What follows belongs to an exercise in optimizing a design on an open flow for small area; a production flow would make more cautious choices.
In this exercise RTL edits were held to simulation tests only and were not proved equivalent to the original.
Power is estimated from default activity; no workload was simulated.

===== design/flow/config.mk =====
export PLATFORM = sky130hd
export DESIGN_NAME = ck16_decode
export DESIGN_NICKNAME = ck16_decode
export VERILOG_FILES = /design/flow/design.v
export SDC_FILE = /design/flow/constraint.sdc
export NUM_CORES = 4
export LEC_CHECK = 0
export CAP_MARGIN = 5
export CORE_MARGIN = 2
export CORE_UTILIZATION = 65
export PLACE_DENSITY = 0.75
export SLEW_MARGIN = 5

===== design/flow/constraint.sdc =====
create_clock -name core_clock -period 10.0 [get_ports {clk}]
set_input_delay 2.0000 -clock core_clock [delete_from_list [all_inputs] [get_ports {clk}]]
set_output_delay 2.0000 -clock core_clock [all_outputs]
set_load 0.01 [all_outputs]

===== design/flow/design.v =====
module ck16_decode (
    input  wire        clk,
    input  wire        rst,
    input  wire        start,
    input  wire [10:0] win_len,
    input  wire        csum_strict,
    input  wire        end_check,
    output reg         busy,
    output reg         done,
    output wire        mem_rd_en,
    output wire [9:0]  mem_rd_addr,
    input  wire [7:0]  mem_rd_data,
    output reg  [3:0]  result,
    output wire        valid,
    output wire [7:0]  flags,    
    output wire [7:0]  rec_ncells,
    output reg  [15:0] rec_vmin,
    output reg  [15:0] rec_vmax,
    output wire [15:0] rec_vdelta,
    output wire [31:0] rec_tmos,
    output wire [31:0] rec_tp1,
    output wire [31:0] rec_tp2,
    output reg  [15:0] rec_vpack,
    output wire [31:0] rec_ipack,
    output reg  [7:0]  rec_soc,
    output reg  [5:0]  rec_fixvalid,
    output wire [7:0]  rec_nextra,
    output wire [16:0] rec_cellhdr,
    output wire [16:0] fr_len,
    output wire [31:0] fr_csum,
    output wire [15:0] fr_pend,
    output wire [15:0] fr_xoff,
    output wire [15:0] fr_eoff,
    input  wire [4:0]  cell_sel,
    output wire [23:0] cell_word,
    input  wire [3:0]  xe_sel,
    output wire [31:0] xe_hdr,
    output wire [31:0] xe_value
);
    localparam [3:0] R_OK         = 4'd1;
    localparam [3:0] R_SHORT      = 4'd2;
    localparam [3:0] R_BAD_START  = 4'd3;
    localparam [3:0] R_INCOMPLETE = 4'd4;
    localparam [3:0] R_CSUM_FATAL = 4'd5;
    localparam [3:0] R_NO_PAYLOAD = 4'd6;
    localparam [3:0] R_BAD_END    = 4'd7;
    localparam [3:0] R_NO_CELLS   = 4'd8;
    localparam [4:0] S_IDLE   = 5'd0,
                     S_HDR    = 5'd1,
                     S_LENCHK = 5'd2,
                     S_CSUM   = 5'd3,
                     S_ST1    = 5'd4,
                     S_ST2    = 5'd5,
                     S_END    = 5'd6,
                     S_CB1    = 5'd7,
                     S_CB2    = 5'd8,
                     S_CLOOP  = 5'd9,
                     S_CRD    = 5'd10,
                     S_CWR    = 5'd11,
                     S_FIX    = 5'd12,
                     S_FLOOP  = 5'd13,
                     S_FTAG   = 5'd14,
                     S_FV     = 5'd15,
                     S_XLOOP  = 5'd16,
                     S_XTAG   = 5'd17,
                     S_XDUP   = 5'd18,
                     S_XTXT   = 5'd19,
                     S_XLRD   = 5'd20,
                     S_XLWR   = 5'd21,
                     S_XEND   = 5'd22,
                     S_DONE   = 5'd23;
    function [5:0] fct_lookup;   
        input [7:0] t;
        begin
            case (t)
                8'h86:   fct_lookup = {1'b1, 5'd0};
                8'h9D:   fct_lookup = {1'b1, 5'd1};
                8'hA9:   fct_lookup = {1'b1, 5'd2};
                8'hAB:   fct_lookup = {1'b1, 5'd3};
                8'hAC:   fct_lookup = {1'b1, 5'd4};
                8'hAE:   fct_lookup = {1'b1, 5'd5};
                8'hAF:   fct_lookup = {1'b1, 5'd6};
                8'hC0:   fct_lookup = {1'b1, 5'd7};
                8'h87:   fct_lookup = {1'b1, 5'd8};
                8'h8A:   fct_lookup = {1'b1, 5'd9};
                8'h8B:   fct_lookup = {1'b1, 5'd10};
                8'h8C:   fct_lookup = {1'b1, 5'd11};
                8'h8E:   fct_lookup = {1'b1, 5'd12};
                8'h8F:   fct_lookup = {1'b1, 5'd13};
                8'h90:   fct_lookup = {1'b1, 5'd14};
                8'h91:   fct_lookup = {1'b1, 5'd15};
                8'h92:   fct_lookup = {1'b1, 5'd16};
                8'h93:   fct_lookup = {1'b1, 5'd17};
                8'h94:   fct_lookup = {1'b1, 5'd18};
                8'h95:   fct_lookup = {1'b1, 5'd19};
                8'h96:   fct_lookup = {1'b1, 5'd20};
                8'h97:   fct_lookup = {1'b1, 5'd21};
                8'hAD:   fct_lookup = {1'b1, 5'd22};
                8'hB0:   fct_lookup = {1'b1, 5'd23};
                8'h89:   fct_lookup = {1'b1, 5'd24};
                8'hAA:   fct_lookup = {1'b1, 5'd25};
                8'hB5:   fct_lookup = {1'b1, 5'd26};
                8'hB6:   fct_lookup = {1'b1, 5'd27};
                8'hB2:   fct_lookup = {1'b1, 5'd28};
                8'hB4:   fct_lookup = {1'b1, 5'd29};
                8'hB7:   fct_lookup = {1'b1, 5'd30};
                8'hBA:   fct_lookup = {1'b1, 5'd31};
                default: fct_lookup = 6'd0;
            endcase
        end
    endfunction
    function [7:0] fct_code;
        input [4:0] id;
        begin
            case (id)
                5'd0:  fct_code = 8'h86;
                5'd1:  fct_code = 8'h9D;
                5'd2:  fct_code = 8'hA9;
                5'd3:  fct_code = 8'hAB;
                5'd4:  fct_code = 8'hAC;
                5'd5:  fct_code = 8'hAE;
                5'd6:  fct_code = 8'hAF;
                5'd7:  fct_code = 8'hC0;
                5'd8:  fct_code = 8'h87;
                5'd9:  fct_code = 8'h8A;
                5'd10: fct_code = 8'h8B;
                5'd11: fct_code = 8'h8C;
                5'd12: fct_code = 8'h8E;
                5'd13: fct_code = 8'h8F;
                5'd14: fct_code = 8'h90;
                5'd15: fct_code = 8'h91;
                5'd16: fct_code = 8'h92;
                5'd17: fct_code = 8'h93;
                5'd18: fct_code = 8'h94;
                5'd19: fct_code = 8'h95;
                5'd20: fct_code = 8'h96;
                5'd21: fct_code = 8'h97;
                5'd22: fct_code = 8'hAD;
                5'd23: fct_code = 8'hB0;
                5'd24: fct_code = 8'h89;
                5'd25: fct_code = 8'hAA;
                5'd26: fct_code = 8'hB5;
                5'd27: fct_code = 8'hB6;
                5'd28: fct_code = 8'hB2;
                5'd29: fct_code = 8'hB4;
                5'd30: fct_code = 8'hB7;
                default: fct_code = 8'hBA;
            endcase
        end
    endfunction
    function [4:0] fct_width;
        input [4:0] id;
        begin
            if (id[4:3] == 2'b00)
                fct_width = 5'd1;
            else if (id[4:3] != 2'b11)
                fct_width = 5'd2;
            else if (id[2] == 1'b0)
                fct_width = 5'd4;
            else case (id[1:0])
                2'd0:    fct_width = 5'd10;
                2'd1:    fct_width = 5'd8;
                2'd2:    fct_width = 5'd15;
                default: fct_width = 5'd24;
            endcase
        end
    endfunction
    function [17:0] add18;
        input [17:0] a;
        input [17:0] b;
        input        ci;
        integer j;
        reg c;
        begin
            c = ci;
            for (j = 0; j < 18; j = j + 1) begin
                add18[j] = a[j] ^ b[j] ^ c;
                c = (a[j] & b[j]) | (c & (a[j] ^ b[j]));
            end
        end
    endfunction
    function lt18;   
        input [17:0] a;
        input [17:0] b;
        integer j;
        reg l;
        begin
            l = 1'b0;
            for (j = 0; j < 18; j = j + 1)
                l = (~a[j] & b[j]) | (~a[j] & l) | (b[j] & l);    
            lt18 = l;
        end
    endfunction
    reg [4:0]  state;
    reg        pend;           
    reg [4:0]  k;              
    reg [10:0] off;            
    reg        strict_q;
    reg        endchk_q;
    reg [7:0]  tmp;
    reg [7:2]  flags_q;
    reg [8:0]  xoff_q;
    reg [15:0] lenf;
    reg [15:0] acc;
    reg [15:0] stcs;
    reg [15:0] cellhdr;
    reg [4:0]  ncell;
    reg [2:0]  fk;
    reg [16:0] tmos_q, tp1_q, tp2_q, ipack_q;
    reg [4:0]  nx;
    reg [4:0]  xid;
    reg        hit;
    reg [1:0]  xl;
    reg [4:0]  xlen;
    reg        xprint;
    reg [3:0]  tl0, tl1, tl2;
    reg [4:0]  tl3;
    reg [4:0]  cc;             
    reg [3:0]  xc;             
    reg [24*24-1:0] cring;
    reg [16*21-1:0] xring;
    reg [8*16-1:0]  uring;
    integer i;
    wire idle = (state == S_IDLE);
    wire [7:0] rd = mem_rd_data;
    wire reads = (state == S_HDR)  || (state == S_CSUM) || (state == S_ST1) ||
                 (state == S_ST2)  || (state == S_END)  || (state == S_CB1) ||
                 (state == S_CB2)  || (state == S_CRD)  || (state == S_FTAG) ||
                 (state == S_FV)   || (state == S_XTAG) || (state == S_XTXT) ||
                 ((state == S_XLRD) && (k != 5'd0));
    wire [10:0] base = (state == S_HDR) ? 11'd0 : off;
    assign mem_rd_en   = reads && !pend;
    wire [17:0] addr_s = add18({8'd0, base[9:0]}, {13'd0, k}, 1'b0);
    assign mem_rd_addr = addr_s[9:0];
    wire [17:0] kinc_s = add18({13'd0, k}, 18'd1, 1'b0);
    wire [4:0]  kinc   = kinc_s[4:0];
    wire [4:0]  xw;
    wire [1:0]  fw;
    reg  [10:0] cmpc;
    reg  [10:0] xwm2;          
    always @* begin
        if (xid[4:3] == 2'b00)
            xwm2 = 11'h7FF;
        else if (xid[4:3] != 2'b11)
            xwm2 = 11'd0;
        else if (xid[2] == 1'b0)
            xwm2 = 11'd2;
        else case (xid[1:0])
            2'd0:    xwm2 = 11'd8;
            2'd1:    xwm2 = 11'd6;
            2'd2:    xwm2 = 11'd13;
            default: xwm2 = 11'd22;
        endcase
    end
    always @* begin
        case (state)
            S_LENCHK: cmpc = 11'h7FE;                   
            S_CSUM:   cmpc = 11'd3;
            S_CLOOP:  cmpc = 11'd0;
            S_FLOOP:  cmpc = fw[1] ? 11'd0 : 11'h7FF;
            S_XDUP:   cmpc = xwm2;
            default:  cmpc = 11'd7;
        endcase
    end
    wire [17:0] x_s = add18({7'd0, off}, {7'd0, cmpc}, 1'b0);
    wire        ltE = lt18({7'd0, x_s[10:0]}, {7'd0, lenf[10:0]});
    reg  [4:0]  step;
    always @* begin
        case (state)
            S_CWR:   step = 5'd2;
            S_FV:    step = {3'd0, fw};
            S_XDUP,
            S_XLWR:  step = xw;
            default: step = 5'd0;
        endcase
    end
    wire [17:0] oadv_s = add18({7'd0, off}, {13'd0, step}, 1'b1);
    wire [10:0] oadv   = oadv_s[10:0];
    wire [17:0] cc_s  = add18({13'd0, cc}, 18'd1, 1'b0);
    wire [4:0]  cc_nx = (cc == 5'd23) ? 5'd0 : cc_s[4:0];
    wire [15:0] wb = idle ? 16'd0 : {tmp, rd};
    wire        lshort = lt18({2'd0, lenf}, 18'd260);
    wire        is_tmp = (fk != 3'd4);
    wire [16:0] fx     = (!is_tmp && lshort) ? {2'b0, tmp[6:0], rd} : {1'b0, tmp, rd};
    wire [16:0] fkc    = is_tmp ? 17'd100 : (lshort ? 17'd0 : 17'd10000);
    wire        fneg   = is_tmp ? lt18(18'd100, {2'd0, tmp, rd}) : (lshort ? !tmp[7] : 1'b1);
    wire [17:0] fsub   = add18({1'b0, fkc}, ~{1'b0, fx}, 1'b1);
    wire [16:0] fdec   = fneg ? fsub[16:0] : fx;
    wire [16:0] fbus   = idle ? 17'd0 : fdec;
    assign      fw     = (fk == 3'd5) ? 2'd1 : 2'd2;
    wire [23:0] c_tail = cring[23*24 +: 24];
    wire        cwe    = (state == S_CWR) && (cc_nx == ncell);
    wire [15:0] mv     = {c_tail[7:0], tmp};
    wire        vmax_z = (rec_vmax == 16'd0);
    wire [20:0] x_tail = xring[15*21 +: 21];
    wire [15:0] u_tail = uring[7*16 +: 16];
    assign      xw     = fct_width(xid);
    wire        xtext  = (xid[4:2] == 3'b111);
    wire        xwide  = (xid[4:3] == 2'b11);
    wire [17:0] xc_s   = add18({14'd0, xc}, 18'd1, 1'b0);
    wire [3:0]  xc1    = xc_s[3:0];
    wire        xwe    = (state == S_XLWR) && !xl[1] && (xc1 == nx[3:0]);
    wire        uwe    = (state == S_XLWR) &&  xl[1] && (xc1[2:0] == xid[2:0]);
    wire        jvalid = lt18({14'd0, xc1}, {13'd0, nx});
    wire        hitnow = hit || (jvalid && (x_tail[20:16] == xid));
    wire [5:0]  lk     = fct_lookup(rd);
    wire        prt    = (rd >= 8'h20) && (rd <= 8'h7E);
    wire [17:0] xlen_s = add18({13'd0, xlen}, 18'd0, xprint && prt);
    wire [4:0]  xlen_n = xlen_s[4:0];
    wire [17:0] nc1_s  = add18({13'd0, ncell}, 18'd1, 1'b0);
    wire [17:0] nc3_s  = add18({12'd0, nc1_s[4:0], 1'b0}, {13'd0, nc1_s[4:0]}, 1'b0);   
    wire        cdone  = lt18({10'd0, cellhdr[15:8]}, nc3_s);
    wire [17:0] bc13_s = add18({10'd0, cellhdr[15:8]}, 18'd13, 1'b0);
    wire [17:0] nx1_s  = add18({13'd0, nx}, 18'd1, 1'b0);
    wire [17:0] fk1_s  = add18({15'd0, fk}, 18'd1, 1'b0);
    wire [17:0] acc_s  = add18({2'd0, acc}, {10'd0, rd}, 1'b0);
    wire [17:0] xw3_s  = add18({13'd0, xw}, ~18'd3, 1'b1);
    always @(posedge clk) begin
        if (rst) begin
            cc <= 5'd0;
            xc <= 4'd0;
        end else begin
            cc <= cc_nx;
            xc <= xc1;
        end
        pend <= !rst && reads && !pend;
        hit  <= (state == S_XDUP) && hitnow && (k[3:0] != 4'd15);
        cring <= {cring[0 +: 23*24], cwe ? {c_tail[15:0], tmp} : c_tail};
        xring <= {xring[0 +: 15*21],
                  (xwe && xl[0]) ? xid : x_tail[20:16],
                  xwe ? {x_tail[7:0], tmp} : x_tail[15:0]};
        uring <= {uring[0 +: 7*16], uwe ? {u_tail[7:0], tmp} : u_tail};
    end
    always @(posedge clk) begin
        if (rst) begin
            state <= S_IDLE;
            busy  <= 1'b0;
            done  <= 1'b0;
        end else if (idle) begin
            if (start) begin
                busy     <= 1'b1;
                done     <= 1'b0;
                strict_q <= csum_strict;
                endchk_q <= end_check;
                off      <= win_len;
                k        <= 5'd0;
                result       <= 4'd0;
                flags_q      <= 6'd0;
                xoff_q       <= wb[8:0];
                ncell        <= 5'd0;
                nx           <= 5'd0;
                rec_vmin     <= 16'd5000;
                rec_vmax     <= wb;
                tmos_q       <= fbus;
                tp1_q        <= fbus;
                tp2_q        <= fbus;
                ipack_q      <= fbus;
                rec_vpack    <= wb;
                rec_soc      <= wb[7:0];
                rec_fixvalid <= 6'd0;
                cellhdr      <= wb;
                lenf         <= wb;
                stcs         <= wb;
                acc          <= wb;
                if (lt18({7'd0, win_len}, 18'd20)) begin
                    result <= R_SHORT;
                    state  <= S_DONE;
                end else begin
                    state <= S_HDR;
                end
            end
        end else if (reads && !pend) begin
        end else begin
            case (state)
                S_HDR: begin
                    k <= kinc;
                    case (k[1:0])
                        2'd0: if (rd != 8'h4E) begin result <= R_BAD_START; state <= S_DONE; end
                        2'd1: if (rd != 8'h57) begin result <= R_BAD_START; state <= S_DONE; end
                        2'd2: tmp <= rd;
                        default: begin
                            lenf  <= wb;
                            state <= S_LENCHK;
                        end
                    endcase
                end
                S_LENCHK: begin
                    if (lenf[15:11] != 5'd0 || ltE) begin
                        result <= R_INCOMPLETE;
                        state  <= S_DONE;
                    end else begin
                        off <= 11'd0;
                        if (lenf[10:2] != 9'd0 || lenf[1:0] == 2'd3) begin
                            k     <= 5'd0;
                            state <= S_CSUM;
                        end else begin
                            k     <= {3'd0, lenf[1:0]};    
                            state <= S_ST1;
                        end
                    end
                end
                S_CSUM: begin
                    acc <= acc_s[15:0];
                    if (!ltE) begin
                        k     <= 5'd3;
                        state <= S_ST1;
                    end else begin
                        off <= oadv;
                    end
                end
                S_ST1: begin
                    tmp   <= rd;
                    k     <= kinc;
                    state <= S_ST2;
                end
                S_ST2: begin
                    stcs <= wb;
                    if ({tmp, rd} != acc && strict_q) begin
                        result <= R_CSUM_FATAL;
                        state  <= S_DONE;
                    end else if (lt18({7'd0, lenf[10:0]}, 18'd19)) begin
                        result <= R_NO_PAYLOAD;
                        state  <= S_DONE;
                    end else if (endchk_q) begin
                        k     <= 5'd0;
                        state <= S_END;
                    end else begin
                        off   <= 11'd11;
                        k     <= 5'd1;
                        state <= S_CB1;
                    end
                end
                S_END: begin
                    if (rd != 8'h68) begin
                        result <= R_BAD_END;
                        state  <= S_DONE;
                    end else begin
                        off   <= 11'd11;
                        k     <= 5'd1;
                        state <= S_CB1;
                    end
                end
                S_CB1: begin
                    tmp   <= rd;              
                    k     <= 5'd0;
                    state <= S_CB2;
                end
                S_CB2: begin
                    cellhdr <= wb;            
                    off   <= 11'd13;
                    state <= S_CLOOP;
                end
                S_CLOOP: begin
                    k <= 5'd0;
                    if (cdone) begin
                        state <= S_FIX;
                    end else if (ncell == 5'd24) begin
                        flags_q[2] <= 1'b1;
                        state    <= S_FIX;
                    end else if (!ltE) begin
                        flags_q[3] <= 1'b1;
                        state    <= S_FIX;
                    end else begin
                        state <= S_CRD;
                    end
                end
                S_CRD: begin
                    tmp   <= rd;
                    state <= S_CWR;
                end
                S_CWR: begin
                    if (cwe) begin
                        if (k == 5'd2) begin
                            if (lt18({2'd0, rec_vmax}, {2'd0, mv}))
                                rec_vmax <= mv;
                            if (mv != 16'd0 && (vmax_z || lt18({2'd0, mv}, {2'd0, rec_vmin})))
                                rec_vmin <= mv;
                            ncell <= nc1_s[4:0];
                            off   <= oadv;
                            state <= S_CLOOP;
                        end else begin
                            k     <= kinc;
                            state <= S_CRD;
                        end
                    end
                end
                S_FIX: begin
                    off <= bc13_s[10:0];
                    if (ncell != 5'd0 && vmax_z)
                        rec_vmin <= 16'd0;
                    fk    <= 3'd0;
                    state <= S_FLOOP;
                end
                S_FLOOP: begin
                    k <= 5'd0;
                    if (fk == 3'd6) begin
                        xoff_q <= off[8:0];
                        state  <= S_XLOOP;
                    end else if (ltE) begin
                        state <= S_FTAG;
                    end else begin
                        fk <= fk1_s[2:0];
                    end
                end
                S_FTAG: begin
                    if (rd == {5'b10000, fk}) begin
                        k     <= 5'd1;
                        state <= S_FV;
                    end else begin
                        fk    <= fk1_s[2:0];
                        state <= S_FLOOP;
                    end
                end
                S_FV: begin
                    if (fk != 3'd5 && k == 5'd1) begin
                        tmp <= rd;
                        k   <= 5'd2;
                    end else begin
                        case (fk)
                            3'd0: tmos_q    <= fbus;
                            3'd1: tp1_q     <= fbus;
                            3'd2: tp2_q     <= fbus;
                            3'd3: rec_vpack <= wb;
                            3'd4: ipack_q   <= fbus;
                            default: rec_soc <= wb[7:0];
                        endcase
                        rec_fixvalid[fk] <= 1'b1;
                        off   <= oadv;
                        fk    <= fk1_s[2:0];
                        state <= S_FLOOP;
                    end
                end
                S_XLOOP: begin
                    k <= 5'd0;
                    if (ltE && !nx[4])
                        state <= S_XTAG;
                    else
                        state <= S_XEND;
                end
                S_XTAG: begin
                    if (!lk[5]) begin
                        flags_q[6] <= 1'b1;
                        off      <= oadv;
                        state    <= S_XLOOP;
                    end else begin
                        xid   <= lk[4:0];
                        state <= S_XDUP;
                    end
                end
                S_XDUP: begin
                    k   <= kinc;
                    if (k[3:0] == 4'd15) begin
                        if (hitnow) begin
                            flags_q[7] <= 1'b1;
                            off      <= oadv;
                            state    <= S_XLOOP;
                        end else if (!ltE) begin
                            flags_q[5] <= 1'b1;
                            state    <= S_XEND;
                        end else if (xtext) begin
                            k      <= 5'd1;
                            xlen   <= 5'd0;
                            xprint <= 1'b1;
                            state  <= S_XTXT;
                        end else begin
                            xl    <= xwide ? 2'd3 : 2'd1;
                            k     <= xwide ? 5'd1 : {4'd0, xw[1]};
                            state <= S_XLRD;
                        end
                    end
                end
                S_XTXT: begin
                    xlen <= xlen_n;
                    if (!prt)
                        xprint <= 1'b0;
                    if (k == xw) begin
                        case (xid[1:0])
                            2'd0: tl0 <= xlen_n[3:0];
                            2'd1: tl1 <= xlen_n[3:0];
                            2'd2: tl2 <= xlen_n[3:0];
                            default: tl3 <= xlen_n;
                        endcase
                        xl    <= 2'd3;
                        k     <= xw3_s[4:0];
                        state <= S_XLRD;
                    end else begin
                        k <= kinc;
                    end
                end
                S_XLRD: begin
                    tmp   <= (k == 5'd0) ? 8'd0 : rd;
                    state <= S_XLWR;
                end
                S_XLWR: begin
                    if (xwe || uwe) begin
                        if (xl == 2'd0) begin
                            nx    <= nx1_s[4:0];
                            off   <= oadv;
                            state <= S_XLOOP;
                        end else begin
                            xl    <= {xl[1] & xl[0], ~xl[0]};
                            k     <= kinc;
                            state <= S_XLRD;
                        end
                    end
                end
                S_XEND: begin
                    if (nx[4] && ltE)
                        flags_q[4] <= 1'b1;
                    result <= (ncell != 5'd0) ? R_OK : R_NO_CELLS;
                    state  <= S_DONE;
                end
                S_DONE: begin
                    busy  <= 1'b0;
                    done  <= 1'b1;
                    state <= S_IDLE;
                end
                default: state <= S_IDLE;
            endcase
        end
    end
    wire reached3 = (result[3:1] != 3'b001);                            
    wire reached5 = (result == R_OK) || (result == R_BAD_END) || (result == R_NO_CELLS);
    wire reached7 = (result == R_OK) || (result == R_NO_CELLS);
    assign valid       = (result == R_OK);
    assign flags       = {flags_q, reached7 && (cellhdr[7:0] != 8'h79), stcs != acc};
    assign rec_ncells  = {3'd0, ncell};
    assign rec_nextra  = {3'd0, nx};
    wire [17:0] vd_s   = add18({2'd0, rec_vmax}, ~{2'd0, rec_vmin}, 1'b1);
    wire [17:0] pe_s   = add18({8'd0, lenf[9:0]}, ~18'd7, 1'b1);
    assign rec_vdelta  = vmax_z ? 16'd0 : vd_s[15:0];
    assign rec_tmos    = {{15{tmos_q[16]}}, tmos_q};
    assign rec_tp1     = {{15{tp1_q[16]}}, tp1_q};
    assign rec_tp2     = {{15{tp2_q[16]}}, tp2_q};
    assign rec_ipack   = {{15{ipack_q[16]}}, ipack_q};
    assign rec_cellhdr = {reached7, cellhdr};
    assign fr_len      = {reached3, lenf};
    assign fr_csum     = {stcs, acc};
    assign fr_pend     = reached5 ? {6'd0, pe_s[9:0]} : 16'd0;
    assign fr_xoff     = {7'd0, xoff_q};
    assign fr_eoff     = reached7 ? {5'd0, off} : 16'd0;
    wire [17:0] cdiff = add18({13'd0, cc}, ~{13'd0, cell_sel}, 1'b1);
    wire [17:0] cfix  = add18({13'd0, cdiff[4:0]}, 18'd24, 1'b0);
    wire [4:0]  cp    = cdiff[5] ? cfix[4:0] : cdiff[4:0];
    reg [23:0] cmux;
    always @* begin
        cmux = 24'd0;
        for (i = 0; i < 24; i = i + 1)
            cmux = cmux | ({24{cp == i[4:0]}} & cring[i*24 +: 24]);
    end
    assign cell_word = lt18({13'd0, cell_sel}, {13'd0, ncell}) ? cmux : 24'd0;
    wire [17:0] xp_s = add18({14'd0, xc}, ~{14'd0, xe_sel}, 1'b1);
    wire [3:0]  xp   = xp_s[3:0];
    reg  [20:0] xm;
    always @* begin
        xm = 21'd0;
        for (i = 0; i < 16; i = i + 1)
            xm = xm | ({21{xp == i[3:0]}} & xring[i*21 +: 21]);
    end
    wire [4:0]  rid  = xm[20:16];
    wire [17:0] up_s = add18({15'd0, xc[2:0]}, ~{15'd0, rid[2:0]}, 1'b1);
    wire [2:0]  up   = up_s[2:0];
    reg  [15:0] um;
    always @* begin
        um = 16'd0;
        for (i = 0; i < 8; i = i + 1)
            um = um | ({16{up == i[2:0]}} & uring[i*16 +: 16]);
    end
    wire        xv    = lt18({14'd0, xe_sel}, {13'd0, nx});
    wire        rtext = (rid[4:2] == 3'b111);
    wire        rwide = (rid[4:3] == 2'b11);
    reg  [4:0]  rtl;
    always @* begin
        case (rid[1:0])
            2'd0:    rtl = {1'b0, tl0};
            2'd1:    rtl = {1'b0, tl1};
            2'd2:    rtl = {1'b0, tl2};
            default: rtl = tl3;
        endcase
    end
    assign xe_hdr   = xv ? {3'd0, rtext ? rtl : 5'd0, 3'd0, fct_width(rid), 7'd0, rtext, fct_code(rid)} : 32'd0;
    assign xe_value = xv ? {rwide ? um : 16'd0, xm[15:0]} : 32'd0;
endmodule

===== design/flow/flow/run.sh =====
#!/bin/bash
# Standard ORFS layout with two changes: the port buffers are the smallest
# buffer (buf_1), and CTS uses the given clock buffers and sink clusters
# without dummy balancing loads. Full tool output goes to flow_make.log
# here; ORFS's per-step logs stay under orfs/logs.
set -euo pipefail
bash standard.sh \
  "BUFFER_PORTS_ARGS=-buffer_cell sky130_fd_sc_hd__buf_1" \
  "CTS_ARGS=-sink_clustering_enable -repair_clock_nets -dont_use_dummy_load -buf_list {sky130_fd_sc_hd__clkbuf_16} -sink_clustering_size 30 -sink_clustering_max_diameter 80" \
  finish > flow_make.log 2>&1

===== design/flow/standard.sh =====
#!/bin/bash
# synth_recipe.tcl (not shown) runs the flow's synth.tcl, then flattens the netlist and writes it again
# the make line also repeats each setting of config.mk as NAME=value (left out here)
make -C /OpenROAD-flow-scripts/flow DESIGN_CONFIG=/design/flow/config.mk WORK_HOME=/design/flow/orfs CLKGATE_MAP_FILE= SYNTH_SCRIPT=/design/flow/synth_recipe.tcl "${@:-finish}"

==> qor.txt, run 1 <==
Ant. Diodes -> 0
Post-CTS Hold Fix Bufs -> 0
FFs w/ async S/R, synth -> 0%
RSZ-0062 raised after global routing -> false
Actual slew at the worst max-slew pin -> 1.25 ns
I/O Pins -> 483
Total setup buffers inserted after CTS -> 0
Synthesis Warnings -> 1
Gr usage total -> 34.8%
Total of max-cap violations -> 0
Vias in the first global route -> 31600
Slew headroom -> 16.0%
Final worst path period need -> 9.64 ns
Top cell type's share of synthesized area -> 45.1%
CTS buffer count -> 54
Reg clk slew, reported paths -> 0.12 ns
Synth unique cells -> 91
Hold Path Class -> reg2reg
FF+latch area -> 29600 µm²
Flop and latch count out of synthesis -> 1340
Most frequent cell after synthesis -> dfxtp_1
Core area -> 71500 µm²
First drt pass iteration count -> 8
Initial antenna violation count -> 3
Top cells by area, synth -> dfxtp_1 (45%), edfxtp_1 (18%), a22oi_1 (4.5%)
GR Util met2 -> 53.7%
Global-route wire length before repair -> 196000 µm
CTS root buffer -> clkbuf_16
Finished Cell Area -> 50600 µm²
Post-synth EDFFs -> 282
Layer carrying the most global-route usage -> met2
CP arrival -> 7.64 ns
PwrDens -> 227 nW/µm²
Post-synthesis sequential area ratio -> 63.2%
Setup CP Type -> in2out
Gr ovfl total -> 0
Setup violators final -> 0
Post-route ant nets -> 0
Clock skew -> 0.0732 ns
Final core area utilization -> 70.7%
Largest net degree at the start of global routing -> 87
Top cell type by total area after synthesis -> dfxtp_1
Post-Syn Area -> 46900 µm²
DR WL/cell -> 26.0 µm
Clock Tree Buf Depth -> 3
Kind of launch point of the worst setup path -> input pin
Count of input and output buffers -> 445
Fin Setup TNS -> 0 ns
Resized cells post-CTS -> 0
Crit end category -> primary output
Most used DFF post-synth -> dfxtp_1
Cell Area, Placed -> 49200 µm²
Final Net Count -> 4357
Site Rows -> 98
Highest clock rate -> 104 MHz
GP Congestion -> 1.02
IR drop worst, VDD -> 0.000197 V
Initial core utilization -> 65.6%
TritonCTS clock tree -> built
Worst path required time -> 8.00 ns
Final Cycle Share -> 96.4%
Average size of a mapped cell -> 12.2 µm²
Fillers -> 5139
DRC viols -> 0
Die Area -> 74300 µm²
Status -> timing/DRC/antenna clean
Die H -> 273 µm
Layout area overhead -> 7.77%
CTS HTree Levels -> 2
Post-DP HPWL -> 90000 µm
DRT iter0 DRCs -> 3907
Latest clock arrival within the worst-skew pair -> 0.66 ns
WL final -> 133000 µm
Die W -> 273 µm
LEAKAGE -> 18.7 nW
Share of cells above drive strength 1 -> 6.63%
Fin. Hold Viols -> 0
Synth Instances -> 3849
Slew Viols, Final -> 0
Via-to-Cell Ratio -> 6.39
Met1 usage -> 49.2%
Clock sink count -> 1340
Area of the multi-input gates -> 15600 µm²
Critical-path maximum fanout -> 25
Top post-synthesis cells by count -> dfxtp_1 (1058), a22oi_1 (282), edfxtp_1 (282)
Via count -> 32700
Grt met3 use -> 6.30%
## path summary, 6_finish.rpt
kind                             from                   to  slack, ns  cells past startpoint
setup / recovery            xe_sel[0]         xe_value[19]       0.36                     19
hold reg to reg    cring[463]$_DFF_P_   cring[487]$_DFF_P_       0.31                      0
setup reg to reg  fk[0]$_SDFFCE_PN0P_  fk[0]$_SDFFCE_PN0P_       1.94                     22
hold / removal     cring[463]$_DFF_P_   cring[487]$_DFF_P_       0.31                      0
## routing by layer
metal | share of wire [%] | vias up
met5 | 0.0083 | -
met1 | 41 | 16100
met3 | 9.5 | 322
met2 | 45 | 1802
li1 | - | 14500
met4 | 4.1 | 2
## placed cells by master, fill, tap and decap left out, drive strengths merged, types with 76 or more instances in the layout
master  count
a22o       83
a21oi     101
a22oi     282
ha        103
inv       129
nand2     171
dfxtp    1058
edfxtp    282
buf       522
nand4      81
a221oi     80
nor3       85
nor2      245
and2       76
## cell families (layout without fill, tap and decap cells)
family          after synthesis  count (layout)  share of synthesized area, %
buf+inv                     431             710                          4.31
mux                         106             106                          3.11
simple gates                922             922                          10.1
compound gates              810             810                          12.6
xor+xnor                     69              69                          1.35
fa+ha+maj                   170             170                          5.35
flops                      1340            1340                          63.2
other cells                   1              37                       0.00799
## flip-flops by register name, indices dropped and copies added (netlist names), 17 cells and up
register / count
xring: 336
tp2_q: 17
tp1_q: 17
ipack_q: 17
tmos_q: 17
uring: 128
cring: 576
## critical path: stages
cell and delay, ns:
buf_1 0.16, ha_1 0.18, inv_1 0.05, fa_1 0.37
fa_1 0.41, xor3_2 0.49, and3_1 0.31, buf_4 0.21
a22o_1 0.24, a221oi_1 0.21, nand4_1 0.30, fa_1 0.53
xnor2_1 0.22, xnor2_1 1.00, buf_4 0.31, and3_1 0.16
o21ai_1 0.06, a21oi_1 0.22, buf_1 0.19
## layout make-up
cell class / count / area share [%]
clock buffer: 54 / 2.67
inverter: 134 / 0.995
multi-input combinational: 2114 / 30.9
sequential: 1340 / 58.6
tap: 950 / 2.35
timing repair buffer: 522 / 4.45
## stage by stage
stage / total power [mW] / setup WS (ns) / instances / hold slack (ns)
3_3_place_gp: 8.97 / 0.460 / 5060 / 0.329
4_1_cts: 11.4 / 0.392 / 5114 / 0.315
6_report: 11.5 / 0.357 / 5114 / 0.314
2_1_floorplan: 7.95 / 1.50 / 3885 / 0.324
3_5_place_dp: 9.00 / 0.337 / 5060 / 0.334
5_1_grt: 11.9 / 0.0249 / 5114 / 0.316
## power breakdown
| part | switching [mW] | internal [mW] |
|---|---|---|
| Sequential | 0.302 | 5.95 |
| Clock | 1.55 | 0.970 |
| Combinational | 1.89 | 0.830 |
| Total | 3.74 | 7.75 |
==> inputs of run 2 (changes only) <==
--- a/design/flow/flow/run.sh
+++ b/design/flow/flow/run.sh
@@ -8,3 +8,3 @@
   "BUFFER_PORTS_ARGS=-buffer_cell sky130_fd_sc_hd__buf_1" \
-  "CTS_ARGS=-sink_clustering_enable -repair_clock_nets -dont_use_dummy_load -buf_list {sky130_fd_sc_hd__clkbuf_16} -sink_clustering_size 30 -sink_clustering_max_diameter 80" \
+  "CTS_ARGS=-sink_clustering_enable -repair_clock_nets -dont_use_dummy_load -buf_list {sky130_fd_sc_hd__clkbuf_8} -sink_clustering_size 18 -sink_clustering_max_diameter 52" \
   finish > flow_make.log 2>&1
==> run 2 against run 1 <==
Against the previous run:
- register-to-register slack worse by 0.04 ns
- clock power hardly changed
- combinational power hardly changed
- sequential cell count stayed put
- first-iteration DRC count stayed put
- critical path depth stayed put
- still clean on timing, DRC and antenna
- power is 0.10% lower
- clock skew is 0.047 ns higher
==> qor.txt, run 2 <==
Fillers -> 5153 (+0.27%)
Largest regs -> cring (576), xring (336), uring (128)
Die Area -> 74300 µm² (unchanged)
Post-synth EDFFs -> 282 (unchanged)
CP top delay family -> adder cells
Final Net Count -> 4406 (+1.1%)
Final core area utilization -> 70.8% (+0.11 points)
Latest clock arrival within the worst-skew pair -> 0.77 ns (+0.11 ns)
Total of max-cap violations -> 0 (unchanged)
RSZ-0062 raised after global routing -> false
PwrDens -> 227 nW/µm² (-0.25%)
Most used DFF post-synth -> dfxtp_1
IR drop worst, VDD -> 0.000186 V (-5.6%)
Clock skew -> 0.120 ns (+0.0471 ns)
Hold_ws -> 0.310 ns (-0.00468 ns)
Via count -> 33000 (+0.98%)
Top post-synthesis cells by count -> dfxtp_1 (1058), a22oi_1 (282), edfxtp_1 (282)
Worst path required time -> 8.00 ns (about the same)
Post-route ant nets -> 0 (unchanged)
Vias in the first global route -> 31600 (+0.18%)
WP depth -> 19 (unchanged)
Global-route wire length before repair -> 196000 µm (about the same)
DR WL/cell -> 25.7 µm (-0.98%)
Count of input and output buffers -> 445 (unchanged)
Commonest non-fill, non-tap cell in the layout -> dfxtp_1
I/O Pins -> 483 (unchanged)
Initial antenna violation count -> 6 (+3)
Synth unique cells -> 91 (unchanged)
First drt pass iteration count -> 8 (unchanged)
Core area -> 71500 µm² (unchanged)
GP Congestion -> 1.02 (unchanged)
Synth Instances -> 3849 (unchanged)
Setup CP Type -> in2out
Highest clock rate -> 107 MHz (+3.2%)
Clock Tree Buf Depth -> 3 (unchanged)
Post-Syn Area -> 46900 µm² (unchanged)
Fin. Hold Viols -> 0 (unchanged)
Synthesis Warnings -> 1 (unchanged)
Average size of a mapped cell -> 12.2 µm² (unchanged)
Most frequent cells in the layout -> dfxtp_1 (1058), buf_1 (445), a22oi_1 (282), edfxtp_1 (282), nor2_1 (223)
Most frequent cell after synthesis -> dfxtp_1
Actual slew at the worst max-slew pin -> 1.16 ns (-0.0881 ns)
Most flops, register -> cring
Slew headroom -> 22.5% (+6.5 points)
Critical Path, Cell by Cell -> buf_1, ha_1, inv_1, fa_1, fa_1, xor3_2, and3_1, a22o_1, nor4_1, nand2_1, ha_1, fa_1, xor2_1, xnor2_2, buf_4, and3_1, o21ai_1, a21oi_1, buf_1
FFs w/ async S/R, synth -> 0% (unchanged)
Final Worst Setup Slack -> 0.658 ns (+0.301 ns)
Reg clk slew, reported paths -> 0.10 ns (-0.02 ns)
Hold depth -> 0 (unchanged)
Resized cells post-CTS -> 0 (unchanged)
Share of cells above drive strength 1 -> 7.74% (+1.1 points)
Top cells by area, synth -> dfxtp_1 (45%), edfxtp_1 (18%), a22oi_1 (4.5%)
Critical-path maximum fanout -> 25 (unchanged)
Slew Viols, Final -> 0 (unchanged)
Largest net degree at the start of global routing -> 87 (unchanged)
Gr ovfl total -> 0 (unchanged)
Via-to-Cell Ratio -> 6.39 (about the same)
Post-synthesis sequential area ratio -> 63.2% (unchanged)
Top cell type's share of synthesized area -> 45.1% (unchanged)
Critical path's largest stage delay -> 0.68 ns (-0.32 ns)
Top cell type by total area after synthesis -> dfxtp_1
Initial core utilization -> 65.6% (unchanged)
Final Cycle Share -> 93.4% (-3.0 points)
Pre-CTS setup slack -> 0.337 ns (unchanged)
Gr usage total -> 34.9% (+0.10 points)
DRT iter0 DRCs -> 3907 (unchanged)
Flop and latch count out of synthesis -> 1340 (unchanged)
Cell mode on critical path -> fa_1
Setup violators final -> 0 (unchanged)
Kind of launch point of the worst setup path -> input pin
WP buf/inv -> 4 (-1)
DRC viols -> 0 (unchanged)
WL final -> 133000 µm (about the same)
Post-DP HPWL -> 90000 µm (unchanged)
Clock sink count -> 1340 (unchanged)
Depth of the most critical reg-to-reg path -> 23 (+4.5%)
LEAKAGE -> 18.8 nW (+0.43%)
Layout area overhead -> 7.93%
Max FFs per register -> 576 (unchanged)
Hold Path Class -> reg2reg
Die H -> 273 µm (unchanged)
Post-CTS Hold Fix Bufs -> 0 (unchanged)
Crit end category -> primary output
Die W -> 273 µm (unchanged)
Status -> timing/DRC/antenna clean
Total setup buffers inserted after CTS -> 0 (unchanged)
TritonCTS clock tree -> built
Final worst path period need -> 9.34 ns (-0.301 ns)
CTS buffer count -> 103 (+91%)
Fin Setup TNS -> 0 ns (unchanged)
Site Rows -> 98 (unchanged)
CP arrival -> 7.34 ns (-0.30 ns)
CTS root buffer -> clkbuf_8
CTS HTree Levels -> 3 (+1)
Slowest cell on the critical path -> xnor2_2
==> run 2: cell count changes in the layout (fill, tap and decap cells not counted) <==
cell       previous run  this run
clkbuf_16            54         0
diode_2               0         1
clkbuf_8              0       103
xnor2_2               1         2
xnor2_1              32        31
==> run 2: cell families (layout without fill, tap and decap cells) <==
| logic type | after synthesis | after routing | share of synthesized area [%] |
|---|---|---|---|
| xor gates and xnor gates | 69 | 69 | 1.35 |
| DFF | 1340 | 1340 | 63.2 |
| AOI/OAI and AO/OA | 810 | 810 | 12.6 |
| other | 1 | 38 | 0.00799 |
| adders and majority gates | 170 | 170 | 5.35 |
| buffers and inverters | 431 | 759 | 4.31 |
| and+or+nand+nor | 922 | 922 | 10.1 |
| muxes | 106 | 106 | 3.11 |
==> run 2: per-stage QoR <==
step,power (mW),std cells,cell area (µm²)
floorplan,7.95,3885,47100
global placement,8.97,5060,49200
detailed placement,9.00,5060,49200
CTS,11.4,5163,50600
global route,11.9,5164,50600
finish,11.5,5164,50600
==> run 2: final timing paths <==
check	slack [ns]	startpoint	endpoint
setup reg to reg	1.90	xid[0]$_DFFE_PP_	k[1]$_SDFFCE_PP0P_
hold / removal	0.31	cring[354]$_DFF_P_	cring[378]$_DFF_P_
setup / recovery	0.66	xe_sel[0]	xe_value[19]
hold reg to reg	0.31	cring[354]$_DFF_P_	cring[378]$_DFF_P_
==> run 2: area by class of cell <==
class,instances,area (µm²),area share [%]
Tap cell,950,1190,2.35
Clock buffer,103,1420,2.80
Inverter,134,503,0.993
Timing Repair Buffer,522,2250,4.44
Sequential cell,1340,29600,58.5
Antenna cell,1,2.50,0.00494
Multi-Input combinational cell,2114,15600,30.9
==> run 2: worst register-to-register path: stages, from the launching register on <==
cell	delay, ns
edfxtp_1	0.67
inv_1	0.19
a41o_1	0.36
nand2_1	0.12
nand2_1	0.09
ha_1	0.22
fa_1	0.37
fa_1	0.38
fa_1	0.38
fa_1	0.39
fa_1	0.38
fa_1	0.38
fa_1	0.39
fa_1	0.37
inv_1	0.08
fa_1	0.42
nand2_1	0.10
o2111ai_1	0.15
nor3b_1	0.29
a21oi_1	0.11
maj3_1	0.60
a21oi_1	0.63
nor4bb_1	0.48
buf_4	0.22
==> run 2: metal layers <==
| metal | GRT usage [%] | wire, µm |
|---|---|---|
| met5 | 0 | 34 |
| met4 | 14.9 | 5920 |
| met3 | 7.12 | 12900 |
| met2 | 53.0 | 59200 |
| met1 | 49.2 | 54800 |
==> run 2: power breakdown <==
group | total (mW) | internal [mW] | switching, mW
Combinational | 2.72 | 0.830 | 1.89
Sequential | 6.25 | 5.95 | 0.299
Clock | 2.51 | 0.918 | 1.59
Total | 11.5 | 7.70 | 3.78

==> static timing again, ports no longer ideal <==
In the flow no input, the clock included, has a driving cell. The finished layouts below were timed again as built, in two steps. Step 1 sets driving cells, clkbuf_16 on the clock port and buf_2 on the other inputs (assumed; they add their load-dependent delay and slew). Step 2 adds t to the input delays and takes it off the output delays; t is the mean of the earliest and latest rising clock arrival at the registers after step 1. Input paths then give back, and output paths get back, about the clock's delay inside the block. Slacks: ideal ports / drivers / drivers and shift; pairs: ideal ports / drivers.
run | shift t [ns] | setup slack, ns | worst hold slack (ns) | clock arrival spread, ns | slew at the worst register clock pin (ns)
run 1 | 0.697 | 0.357 / 0.333 / 0.333 | 0.314 / 0.314 / 0.314 | 0.075 / 0.074 | 0.12 / 0.12
run 2 | 0.783 | 0.658 / 0.599 / 0.634 | 0.310 / 0.310 / 0.310 | 0.127 / 0.127 | 0.11 / 0.11
After both steps every run listed still meets setup and hold.
